What follows belongs to an exercise in optimizing a design on an open flow for small area, a short achievable clock period and few clock cycles; a production flow would make more cautious choices. In this exercise RTL edits were held to simulation tests only and were not proved equivalent to the original.

==> inputs of 11-22 <==
==> flow/design.v <==
module anpp_deframer (
    input  wire       clk,
    input  wire       rst,
    input  wire       cmd_valid,
    output wire       cmd_ready,
    input  wire [1:0] cmd_op,
    input  wire [7:0] cmd_data,
    output reg        rsp_valid,
    output reg  [7:0] rsp_data,
    output reg        rsp_frame,
    output reg        rsp_last
);
    localparam BUF_CAP = 320;
    localparam RB = 3;               
    localparam TB = 4;               
    localparam RN = 1 << RB;
    localparam TN = 1 << TB;
    localparam OP_ADD    = 2'd0;
    localparam OP_DECODE = 2'd1;
    localparam OP_RDCRC  = 2'd2;
    localparam OP_RDSTAT = 2'd3;
    localparam K_NONE  = 2'd0;
    localparam K_FRAME = 2'd1;
    localparam K_RDCRC = 2'd2;
    localparam K_RDST  = 2'd3;
    function [15:0] crc16_byte;
        input [15:0] c;
        input [7:0]  b;
        reg   [15:0] x;
        integer      k;
        begin
            x = c ^ {b, 8'h00};
            for (k = 0; k < 8; k = k + 1)
                x = x[15] ? ((x << 1) ^ 16'h1021) : (x << 1);
            crc16_byte = x;
        end
    endfunction
    function [8:0] inc9;
        input [8:0] a;
        begin
            inc9 = (a == BUF_CAP - 1) ? 9'd0 : a + 9'd1;
        end
    endfunction
    function [8:0] subk;
        input [8:0] a;
        input [2:0] k;
        begin
            subk = (a >= {6'd0, k}) ? a - {6'd0, k} : a + BUF_CAP - {6'd0, k};
        end
    endfunction
    function [8:0] pdist;
        input [8:0] a;
        input [8:0] b;
        begin
            pdist = (a >= b) ? a - b : a + BUF_CAP - b;
        end
    endfunction
    reg [7:0]  mem [0:BUF_CAP-1];
    reg [8:0]  head;         
    reg [8:0]  tail;         
    reg [8:0]  count;        
    reg [31:0] crc_errors;
    reg        fault_f;      
    reg [8:0]  rec_s [0:RN-1];
    reg [8:0]  rec_e [0:RN-1];
    reg [RB-1:0] r_emit, r_cmt, r_fnd;
    reg [RB:0] n_tot, n_fnd;
    reg [8:0]  crcd0;        
    reg [1:0]  tq_k  [0:TN-1];
    reg [TB-1:0] tq_wr, tq_rd;
    reg [TB:0] tq_n;
    reg        cur_v;
    reg [1:0]  cur_k;
    reg [8:0]  cur_p;        
    reg [8:0]  cur_e;        
    reg [1:0]  cur_ph;       
    reg [7:0]  w0, w1, w2, w3, w4;    
    reg [2:0]  wn;           
    reg        mode;         
    reg [8:0]  sp;           
    reg [8:0]  cp;           
    reg [8:0]  fp;           
    reg [8:0]  unf;          
    reg [7:0]  mb0, mb1;     
    reg [1:0]  nmb;
    reg        lrc_r;        
    reg [7:0]  s4;           
    reg [7:0]  cL;           
    reg [7:0]  rem;          
    reg [15:0] crc;
    reg [15:0] cexp;
    reg        alt_f;
    reg [8:0]  alt_p;
    reg [8:0]  serr;         
    wire cur_frame = cur_v && (cur_k == K_FRAME);
    wire n_cmt_any = (n_tot != n_fnd);
    wire       onv  = cur_frame || n_cmt_any;
    wire [8:0] onp  = cur_frame ? cur_p : rec_s[r_emit];
    wire [8:0] room = pdist(onp, tail);
    reg        room_ok;
    reg        full;         
    wire settled = (unf == 9'd0) && (nmb == 2'd0) && (mode ? (rem != 8'd0) : (wn != 3'd5));
    reg [TB:0] n_rdcrc;      
    reg [TB:0] n_rdst;       
    wire [8:0] dec_inc = (n_fnd != 0) ? crcd0 : serr;
    wire rdcrc_block = ((n_rdcrc != 0) || (cur_v && cur_k == K_RDCRC)) && (dec_inc != 9'd0);
    wire rdst_pend = (n_rdst != 0) || (cur_v && cur_k == K_RDST);
    wire add_ok = full ? !rdst_pend : room_ok;
    wire dec_ok = (tq_n != TN) && ((n_fnd != 0) || settled) && !rdcrc_block;
    wire rd_ok  = (tq_n != TN);
    reg        ib_v;
    reg [1:0]  ib_op;
    reg [7:0]  ib_data;
    wire exec_ok = (ib_op == OP_ADD)    ? add_ok :
                   (ib_op == OP_DECODE) ? dec_ok : rd_ok;
    wire fire     = ib_v && exec_ok;
    assign cmd_ready = !ib_v || exec_ok;
    always @(posedge clk) begin
        if (rst) begin
            ib_v    <= 1'b0;
            ib_op   <= 2'd0;
            ib_data <= 8'd0;
        end else if (cmd_valid && cmd_ready) begin
            ib_v    <= 1'b1;
            ib_op   <= cmd_op;
            ib_data <= cmd_data;
        end else if (fire) begin
            ib_v    <= 1'b0;
        end
    end
    wire fire_add = fire && (ib_op == OP_ADD);
    wire append   = fire_add && !full;
    wire fire_dec = fire && (ib_op == OP_DECODE);
    wire fire_rd  = fire && ib_op[1];
    wire dec_frm  = fire_dec && (n_fnd != 0);
    always @(posedge clk) begin
        if (append)
            mem[tail] <= ib_data;
    end
    reg        sc_port;      
    wire       out_go  = !(cur_frame && sc_port);
    wire [8:0] port_a = sc_port ? fp : cur_p;
    wire [7:0] port_d = mem[port_a];
    wire       lrc_ok = lrc_r;
    wire       crc0_ok = ({w4, w3} == 16'hFFFF);
    wire       crc_ok  = (crc == cexp);
    wire       hunt_eval = !mode && (wn == 3'd5);
    wire       cmp       = mode && (rem == 8'd0);
    wire       la_valid  = (rem != cL);
    wire       refetch_c = cmp && !crc_ok && alt_f;
    wire       ev        = hunt_eval || (cmp && !crc_ok && !alt_f);
    wire       ev_drop   = ev && !lrc_ok;
    wire       ev_l0     = ev && lrc_ok && (w2 == 8'd0);
    wire       ev_l0_ok  = ev_l0 && crc0_ok;
    wire       ev_start  = ev && lrc_ok && (w2 != 8'd0);
    wire       push_now  = (cmp && crc_ok) || ev_l0_ok;
    wire [1:0] err_now   = {1'b0, cmp && !crc_ok} + {1'b0, ev_l0 && !crc0_ok};
    wire [8:0] errs_bef  = serr + {7'd0, err_now};
    wire       sc_stall  = push_now && ((n_tot == RN) ||
                                        ((n_fnd != 0) && ((serr != 9'd0) || (err_now != 2'd0))));
    wire       mv        = (nmb != 2'd0);
    wire       sync      = (unf == 9'd0) && !mv;
    wire       can_take  = !sc_stall && !refetch_c;
    wire       take_mb   = mv && can_take;
    wire       take_cmd  = sync && append && can_take;
    wire       bv        = take_mb || take_cmd;
    wire [7:0] b         = mv ? mb0 : ib_data;
    wire [7:0] s4m       = s4 - w1;           
    wire [7:0] s4_neg    = 8'd0 - s4;
    wire [8:0] unf_n = refetch_c ? unf + pdist(fp, alt_p) + (append ? 9'd1 : 9'd0)
                                 : unf + ((append && !take_cmd) ? 9'd1 : 9'd0)
                                       - (do_fetch ? 9'd1 : 9'd0);
    wire       unf_nz = refetch_c ||
                        !(((unf == 9'd0) && ((append && !take_cmd) == do_fetch)) ||
                          ((unf == 9'd1) && do_fetch && !(append && !take_cmd)));
    wire [1:0] nmb_n = refetch_c ? 2'd0
                                 : nmb + (do_fetch ? 2'd1 : 2'd0) - (take_mb ? 2'd1 : 2'd0);
    wire       do_fetch  = sc_port && !refetch_c;
    wire [8:0] cp_m5 = subk(cp, 3'd5);
    wire [8:0] cp_m4 = subk(cp, 3'd4);
    wire [15:0] crc_c   = ev ? crc16_byte(16'hFFFF, 8'h00) : crc16_byte(crc, 8'h00);
    wire [15:0] crc_nx  = crc_c ^ crc16_byte(16'h0000, b);
    always @(posedge clk) begin
        if (rst) begin
            head <= 9'd0; tail <= 9'd0; count <= 9'd0;
            crc_errors <= 32'd0; fault_f <= 1'b0;
            r_emit <= 0; r_cmt <= 0; r_fnd <= 0;
            n_tot <= 0; n_fnd <= 0; crcd0 <= 9'd0;
            tq_wr <= 0; tq_rd <= 0; tq_n <= 0; n_rdcrc <= 0; n_rdst <= 0;
            cur_v <= 1'b0; cur_k <= 2'd0; cur_p <= 9'd0; cur_e <= 9'd0;
            cur_ph <= 2'd0;
            wn <= 3'd0; mode <= 1'b0; sp <= 9'd0; cp <= 9'd0; fp <= 9'd0;
            unf <= 9'd0; nmb <= 2'd0; sc_port <= 1'b0; room_ok <= 1'b1; full <= 1'b0; mb0 <= 8'd0; mb1 <= 8'd0; lrc_r <= 1'b0; s4 <= 8'd0; cL <= 8'd0; rem <= 8'd0;
            crc <= 16'hFFFF; cexp <= 16'd0; alt_f <= 1'b0; alt_p <= 9'd0;
            serr <= 9'd0;
            w0 <= 8'd0; w1 <= 8'd0; w2 <= 8'd0; w3 <= 8'd0; w4 <= 8'd0;
            rsp_valid <= 1'b0; rsp_data <= 8'd0; rsp_frame <= 1'b0; rsp_last <= 1'b0;
        end else begin
            if (fire_add) begin
                if (full) begin
                    fault_f <= 1'b1;
                end else begin
                    tail  <= inc9(tail);
                    count <= count + 9'd1;
                end
            end
            if (fire_dec) begin
                tq_k[tq_wr]  <= dec_frm ? K_FRAME : K_NONE;
                tq_wr        <= tq_wr + 1'b1;
                if (dec_frm) begin
                    head       <= rec_e[r_cmt];
                    count      <= (rec_e[r_cmt] == head) ? 9'd0
                                  : count - pdist(rec_e[r_cmt], head);
                    crc_errors <= crc_errors + {23'd0, crcd0};
                    crcd0      <= 9'd0;
                    r_cmt      <= r_cmt + 1'b1;
                end else begin
                    head       <= sp;
                    count      <= count - pdist(sp, head);
                    crc_errors <= crc_errors + {23'd0, serr};
                end
            end
            if (fire_rd) begin
                tq_k[tq_wr]  <= ib_op[0] ? K_RDST : K_RDCRC;
                tq_wr        <= tq_wr + 1'b1;
            end
            begin : outeng
                reg done;
                reg pop;
                done = 1'b0;
                rsp_valid <= 1'b0;
                rsp_data  <= 8'd0;
                rsp_frame <= 1'b0;
                rsp_last  <= 1'b0;
                if (cur_v && out_go) begin
                    rsp_valid <= 1'b1;
                    case (cur_k)
                        K_NONE: begin
                            rsp_last <= 1'b1;
                            done = 1'b1;
                        end
                        K_FRAME: begin
                            rsp_frame <= 1'b1;
                            rsp_data  <= port_d;
                            cur_p     <= inc9(cur_p);
                            if (inc9(cur_p) == cur_e) begin
                                rsp_last <= 1'b1;
                                done = 1'b1;
                            end
                        end
                        K_RDCRC: begin
                            case (cur_p[1:0])
                                2'd0: rsp_data <= crc_errors[7:0];
                                2'd1: rsp_data <= crc_errors[15:8];
                                2'd2: rsp_data <= crc_errors[23:16];
                                default: rsp_data <= crc_errors[31:24];
                            endcase
                            cur_p <= cur_p + 9'd1;
                            if (cur_p[1:0] == 2'd3) begin
                                rsp_last <= 1'b1;
                                done = 1'b1;
                            end
                        end
                        default: begin
                            rsp_data <= cur_p[0] ? (fault_f ? 8'h84 : 8'h00) : {6'd0, cur_ph};
                            cur_p <= cur_p + 9'd1;
                            if (cur_p[0]) begin
                                rsp_last <= 1'b1;
                                done = 1'b1;
                            end
                        end
                    endcase
                end
                pop = (!cur_v || done) && (tq_n != 0);
                if (!cur_v || done)
                    cur_v <= 1'b0;
                if (pop) begin
                    cur_v  <= 1'b1;
                    cur_k  <= tq_k[tq_rd];
                    if (tq_k[tq_rd] == K_FRAME)
                        cur_ph <= 2'd1;
                    else if (tq_k[tq_rd] == K_NONE)
                        cur_ph <= 2'd2;
                    tq_rd  <= tq_rd + 1'b1;
                    if (tq_k[tq_rd] == K_FRAME) begin
                        cur_p  <= rec_s[r_emit];
                        cur_e  <= rec_e[r_emit];
                        r_emit <= r_emit + 1'b1;
                    end else begin
                        cur_p  <= 9'd0;
                    end
                end
                tq_n <= tq_n + ((fire_dec || fire_rd) ? 1'b1 : 1'b0) - (pop ? 1'b1 : 1'b0);
                n_rdst <= n_rdst + ((fire_rd && ib_op[0]) ? 1'b1 : 1'b0)
                                 - ((pop && tq_k[tq_rd] == K_RDST) ? 1'b1 : 1'b0);
                n_rdcrc <= n_rdcrc + ((fire_rd && !ib_op[0]) ? 1'b1 : 1'b0)
                                   - ((pop && tq_k[tq_rd] == K_RDCRC) ? 1'b1 : 1'b0);
                n_tot <= n_tot + ((!sc_stall && push_now) ? 1'b1 : 1'b0)
                               - ((pop && tq_k[tq_rd] == K_FRAME) ? 1'b1 : 1'b0);
                n_fnd <= n_fnd + ((!sc_stall && push_now) ? 1'b1 : 1'b0)
                               - (dec_frm ? 1'b1 : 1'b0);
            end
            if (do_fetch)
                fp <= inc9(fp);
            if (take_mb) begin
                if (do_fetch && nmb == 2'd1)
                    mb0 <= port_d;
                else
                    mb0 <= mb1;
            end else if (do_fetch) begin
                if (nmb == 2'd0)
                    mb0 <= port_d;
                else
                    mb1 <= port_d;
            end
            unf     <= unf_n;
            nmb     <= nmb_n;
            sc_port <= unf_nz && (nmb_n != 2'd2);
            room_ok <= onv ? (room > (append ? 9'd1 : 9'd0))
                           : (!dec_frm || (rec_s[r_cmt] != tail));
            if (append)
                full <= (count == BUF_CAP - 1);
            else if (fire_dec && (dec_frm || sp != head))
                full <= 1'b0;
            if (refetch_c) begin
                fp  <= alt_p;
            end else begin
                if (take_cmd)
                    fp <= inc9(fp);
            end
            if (fire_dec && !dec_frm)
                serr <= 9'd0;
            else if (!sc_stall)
                serr <= push_now ? 9'd0 : errs_bef;
            if (!sc_stall) begin
                if (bv) begin
                    w0 <= w1; w1 <= w2; w2 <= w3; w3 <= w4; w4 <= b;
                    lrc_r <= (b == s4_neg);
                    s4    <= s4m + b;
                    cp <= inc9(cp);
                end
                if (push_now) begin
                    rec_s[r_fnd] <= (cmp && crc_ok) ? sp : cp_m5;
                    rec_e[r_fnd] <= cp;
                    r_fnd        <= r_fnd + 1'b1;
                    if (n_fnd == 0)
                        crcd0 <= errs_bef;
                end
                if (refetch_c) begin
                    sp    <= alt_p;
                    cp    <= alt_p;
                    mode  <= 1'b0;
                    wn    <= 3'd0;
                end else if (cmp && crc_ok) begin
                    sp   <= cp;
                    mode <= 1'b0;
                    wn   <= bv ? 3'd1 : 3'd0;
                end else if (ev) begin
                    if (ev_drop || (ev_l0 && !crc0_ok)) begin
                        sp   <= cp_m4;
                        mode <= 1'b0;
                        wn   <= bv ? 3'd5 : 3'd4;
                    end else if (ev_l0_ok) begin
                        sp   <= cp;
                        mode <= 1'b0;
                        wn   <= bv ? 3'd1 : 3'd0;
                    end else begin
                        sp    <= cp_m5;
                        mode  <= 1'b1;
                        cL    <= w2;
                        cexp  <= {w4, w3};
                        alt_f <= 1'b0;
                        rem   <= bv ? w2 - 8'd1 : w2;
                        crc   <= bv ? crc_nx : 16'hFFFF;
                    end
                end else if (mode) begin
                    if (bv) begin
                        rem <= rem - 8'd1;
                        crc <= crc_nx;
                    end
                    if (la_valid && lrc_ok && !alt_f) begin
                        alt_f <= 1'b1;
                        alt_p <= cp_m5;
                    end
                end else begin
                    if (bv) wn <= wn + 3'd1;
                end
            end
        end
    end
endmodule
==> flow/run.sh <==
#!/bin/bash
# synth_recipe.tcl (not shown) runs the flow's synth.tcl, then flattens the netlist and writes it again
# the make line also repeats each setting of config.mk as NAME=value (left out here)
make -C /OpenROAD-flow-scripts/flow DESIGN_CONFIG=/design/flow/config.mk WORK_HOME=/design/flow/orfs CLKGATE_MAP_FILE= SYNTH_SCRIPT=/design/flow/synth_recipe.tcl finish
==> flow/config.mk <==
export PLATFORM = sky130hd
export DESIGN_NAME = anpp_deframer
export DESIGN_NICKNAME = anpp_deframer
export VERILOG_FILES = /design/flow/design.v
export SDC_FILE = /design/flow/constraint.sdc
export NUM_CORES = 4
export LEC_CHECK = 0
export ABC_CLOCK_PERIOD_IN_PS = 4000
export CAP_MARGIN = 20
export CORE_MARGIN = 2
export CORE_UTILIZATION = 35
export SETUP_SLACK_MARGIN = 3.5
export SLEW_MARGIN = 20
==> flow/constraint.sdc <==
create_clock -name core_clock -period 8.0 [get_ports {clk}]
set_input_delay 1.6000 -clock core_clock [delete_from_list [all_inputs] [get_ports {clk}]]
set_output_delay 1.6000 -clock core_clock [all_outputs]
set_load 0.01 [all_outputs]
==> 01-01: changes against 11-22 <==
--- a/flow/design.v
+++ b/flow/design.v
@@ -58,8 +58,9 @@
     reg [7:0]  mem [0:BUF_CAP-1];
     reg [8:0]  head;         
     reg [8:0]  tail;         
-    reg [8:0]  count;        
     reg [31:0] crc_errors;
+    reg [8:0]  cpend;        
+    reg        chi;          
     reg        fault_f;      
     reg [8:0]  rec_s [0:RN-1];
     reg [8:0]  rec_e [0:RN-1];
@@ -87,6 +88,7 @@
     reg [7:0]  s4;           
     reg [7:0]  cL;           
     reg [7:0]  rem;          
+    reg        rem_z;        
     reg [15:0] crc;
     reg [15:0] cexp;
     reg        alt_f;
@@ -99,7 +101,7 @@
     wire [8:0] room = pdist(onp, tail);
     reg        room_ok;
     reg        full;         
-    wire settled = (unf == 9'd0) && (nmb == 2'd0) && (mode ? (rem != 8'd0) : (wn != 3'd5));
+    wire settled = (unf == 9'd0) && (nmb == 2'd0) && (mode ? !rem_z : (wn != 3'd5));
     reg [TB:0] n_rdcrc;      
     reg [TB:0] n_rdst;       
     wire [8:0] dec_inc = (n_fnd != 0) ? crcd0 : serr;
@@ -133,19 +135,22 @@
     wire fire_dec = fire && (ib_op == OP_DECODE);
     wire fire_rd  = fire && ib_op[1];
     wire dec_frm  = fire_dec && (n_fnd != 0);
+    reg        wr_v;
+    reg [8:0]  wr_a;
+    reg [7:0]  wr_d;
     always @(posedge clk) begin
-        if (append)
-            mem[tail] <= ib_data;
+        if (wr_v)
+            mem[wr_a] <= wr_d;
     end
     reg        sc_port;      
     wire       out_go  = !(cur_frame && sc_port);
     wire [8:0] port_a = sc_port ? fp : cur_p;
-    wire [7:0] port_d = mem[port_a];
+    wire [7:0] port_d = (wr_v && wr_a == port_a) ? wr_d : mem[port_a];
     wire       lrc_ok = lrc_r;
     wire       crc0_ok = ({w4, w3} == 16'hFFFF);
     wire       crc_ok  = (crc == cexp);
     wire       hunt_eval = !mode && (wn == 3'd5);
-    wire       cmp       = mode && (rem == 8'd0);
+    wire       cmp       = mode && rem_z;
     wire       la_valid  = (rem != cL);
     wire       refetch_c = cmp && !crc_ok && alt_f;
     wire       ev        = hunt_eval || (cmp && !crc_ok && !alt_f);
@@ -180,17 +185,24 @@
     wire [8:0] cp_m4 = subk(cp, 3'd4);
     wire [15:0] crc_c   = ev ? crc16_byte(16'hFFFF, 8'h00) : crc16_byte(crc, 8'h00);
     wire [15:0] crc_nx  = crc_c ^ crc16_byte(16'h0000, b);
+    reg [21:0] hi_inc;
+    integer hk;
+    always @(*) begin
+        for (hk = 0; hk < 22; hk = hk + 1)
+            hi_inc[hk] = crc_errors[10 + hk] ^ (chi & ((crc_errors[31:10] & ((22'd1 << hk) - 22'd1)) == ((22'd1 << hk) - 22'd1)));
+    end
     always @(posedge clk) begin
         if (rst) begin
-            head <= 9'd0; tail <= 9'd0; count <= 9'd0;
-            crc_errors <= 32'd0; fault_f <= 1'b0;
+            head <= 9'd0; tail <= 9'd0;
+            crc_errors <= 32'd0; cpend <= 9'd0; chi <= 1'b0;
+            wr_v <= 1'b0; wr_a <= 9'd0; wr_d <= 8'd0; fault_f <= 1'b0;
             r_emit <= 0; r_cmt <= 0; r_fnd <= 0;
             n_tot <= 0; n_fnd <= 0; crcd0 <= 9'd0;
             tq_wr <= 0; tq_rd <= 0; tq_n <= 0; n_rdcrc <= 0; n_rdst <= 0;
             cur_v <= 1'b0; cur_k <= 2'd0; cur_p <= 9'd0; cur_e <= 9'd0;
             cur_ph <= 2'd0;
             wn <= 3'd0; mode <= 1'b0; sp <= 9'd0; cp <= 9'd0; fp <= 9'd0;
-            unf <= 9'd0; nmb <= 2'd0; sc_port <= 1'b0; room_ok <= 1'b1; full <= 1'b0; mb0 <= 8'd0; mb1 <= 8'd0; lrc_r <= 1'b0; s4 <= 8'd0; cL <= 8'd0; rem <= 8'd0;
+            unf <= 9'd0; nmb <= 2'd0; sc_port <= 1'b0; room_ok <= 1'b1; full <= 1'b0; mb0 <= 8'd0; mb1 <= 8'd0; lrc_r <= 1'b0; s4 <= 8'd0; cL <= 8'd0; rem <= 8'd0; rem_z <= 1'b1;
             crc <= 16'hFFFF; cexp <= 16'd0; alt_f <= 1'b0; alt_p <= 9'd0;
             serr <= 9'd0;
             w0 <= 8'd0; w1 <= 8'd0; w2 <= 8'd0; w3 <= 8'd0; w4 <= 8'd0;
@@ -201,7 +213,6 @@
                     fault_f <= 1'b1;
                 end else begin
                     tail  <= inc9(tail);
-                    count <= count + 9'd1;
                 end
             end
             if (fire_dec) begin
@@ -209,21 +220,22 @@
                 tq_wr        <= tq_wr + 1'b1;
                 if (dec_frm) begin
                     head       <= rec_e[r_cmt];
-                    count      <= (rec_e[r_cmt] == head) ? 9'd0
-                                  : count - pdist(rec_e[r_cmt], head);
-                    crc_errors <= crc_errors + {23'd0, crcd0};
                     crcd0      <= 9'd0;
                     r_cmt      <= r_cmt + 1'b1;
                 end else begin
                     head       <= sp;
-                    count      <= count - pdist(sp, head);
-                    crc_errors <= crc_errors + {23'd0, serr};
                 end
             end
             if (fire_rd) begin
                 tq_k[tq_wr]  <= ib_op[0] ? K_RDST : K_RDCRC;
                 tq_wr        <= tq_wr + 1'b1;
             end
+            wr_v <= append;
+            wr_a <= tail;
+            wr_d <= ib_data;
+            cpend <= fire_dec ? dec_inc : 9'd0;
+            {chi, crc_errors[9:0]} <= {1'b0, crc_errors[9:0]} + {2'b0, cpend};
+            crc_errors[31:10] <= hi_inc;
             begin : outeng
                 reg done;
                 reg pop;
@@ -319,7 +331,7 @@
             room_ok <= onv ? (room > (append ? 9'd1 : 9'd0))
                            : (!dec_frm || (rec_s[r_cmt] != tail));
             if (append)
-                full <= (count == BUF_CAP - 1);
+                full <= (inc9(tail) == head);
             else if (fire_dec && (dec_frm || sp != head))
                 full <= 1'b0;
             if (refetch_c) begin
@@ -371,11 +383,13 @@
                         cexp  <= {w4, w3};
                         alt_f <= 1'b0;
                         rem   <= bv ? w2 - 8'd1 : w2;
+                        rem_z <= bv && (w2 == 8'd1);
                         crc   <= bv ? crc_nx : 16'hFFFF;
                     end
                 end else if (mode) begin
                     if (bv) begin
                         rem <= rem - 8'd1;
+                        rem_z <= (rem == 8'd1);
                         crc <= crc_nx;
                     end
                     if (la_valid && lrc_ok && !alt_f) begin
SETUP_SLACK_MARGIN = 4.0   (was 3.5)
TNS_END_PERCENT = 100   (was default)
==> results_dict.tcl <==
set metrics [dict create \
    fin_total_pwr_mw 45.6 \
    signal_buffers 304 \
    cts_buffers 320 \
    nFillCells 33000 \
    nClkBuffers 397 \
    synth-xor-area-share 0.0192 \
    status "complete, no violations" \
    nFlopsAndLatches 3069 \
]
Source of the figures above: 11-22

==> results_dict.tcl <==
set metrics [dict create \
    status "complete, no violations" \
    nFillCells 33000 \
    nClkBuffers 420 \
    signal_buffers 477 \
    cts_buffers 328 \
    synth_top_area_share 0.634 \
    syn-cell-area_um2 130000 \
    fin_total_pwr_mw 48.1 \
    nFlopsAndLatches 3089 \
]
Source of the figures above: 01-01

Testbench counts of 11-22, summed over its fixed seeds: cycles 61,886.
Testbench counts of 01-01, summed over its fixed seeds: cycles 61,886.

==> re-timing with driven ports <==
No port has a modelled driver above. Below, the same layouts with a new extraction and two added sets of constraints.
Step 1 assumes that a clkbuf_16 drives the clock port and a buf_2 every other input.
Step 2, shift: input delay + t, output delay - t, t = (earliest + latest rising clock arrival at the registers) / 2. This alone moves slack from input paths to output paths.
Three values: ideal ports, drivers, drivers and shift; two values: the first two.
run | t (ns) | setup slack, ns | cell pins on the clock port's net
11-22 | 0.961 | 3.293 / 3.189 / 3.251 | 1
01-01 | 1.010 | 3.525 / 3.424 / 3.668 | 1
After both steps setup and hold are still met in every run listed. The setup slack of 11-22, which loses most, moves by -0.104 ns with the drivers and by -0.042 ns with both steps.
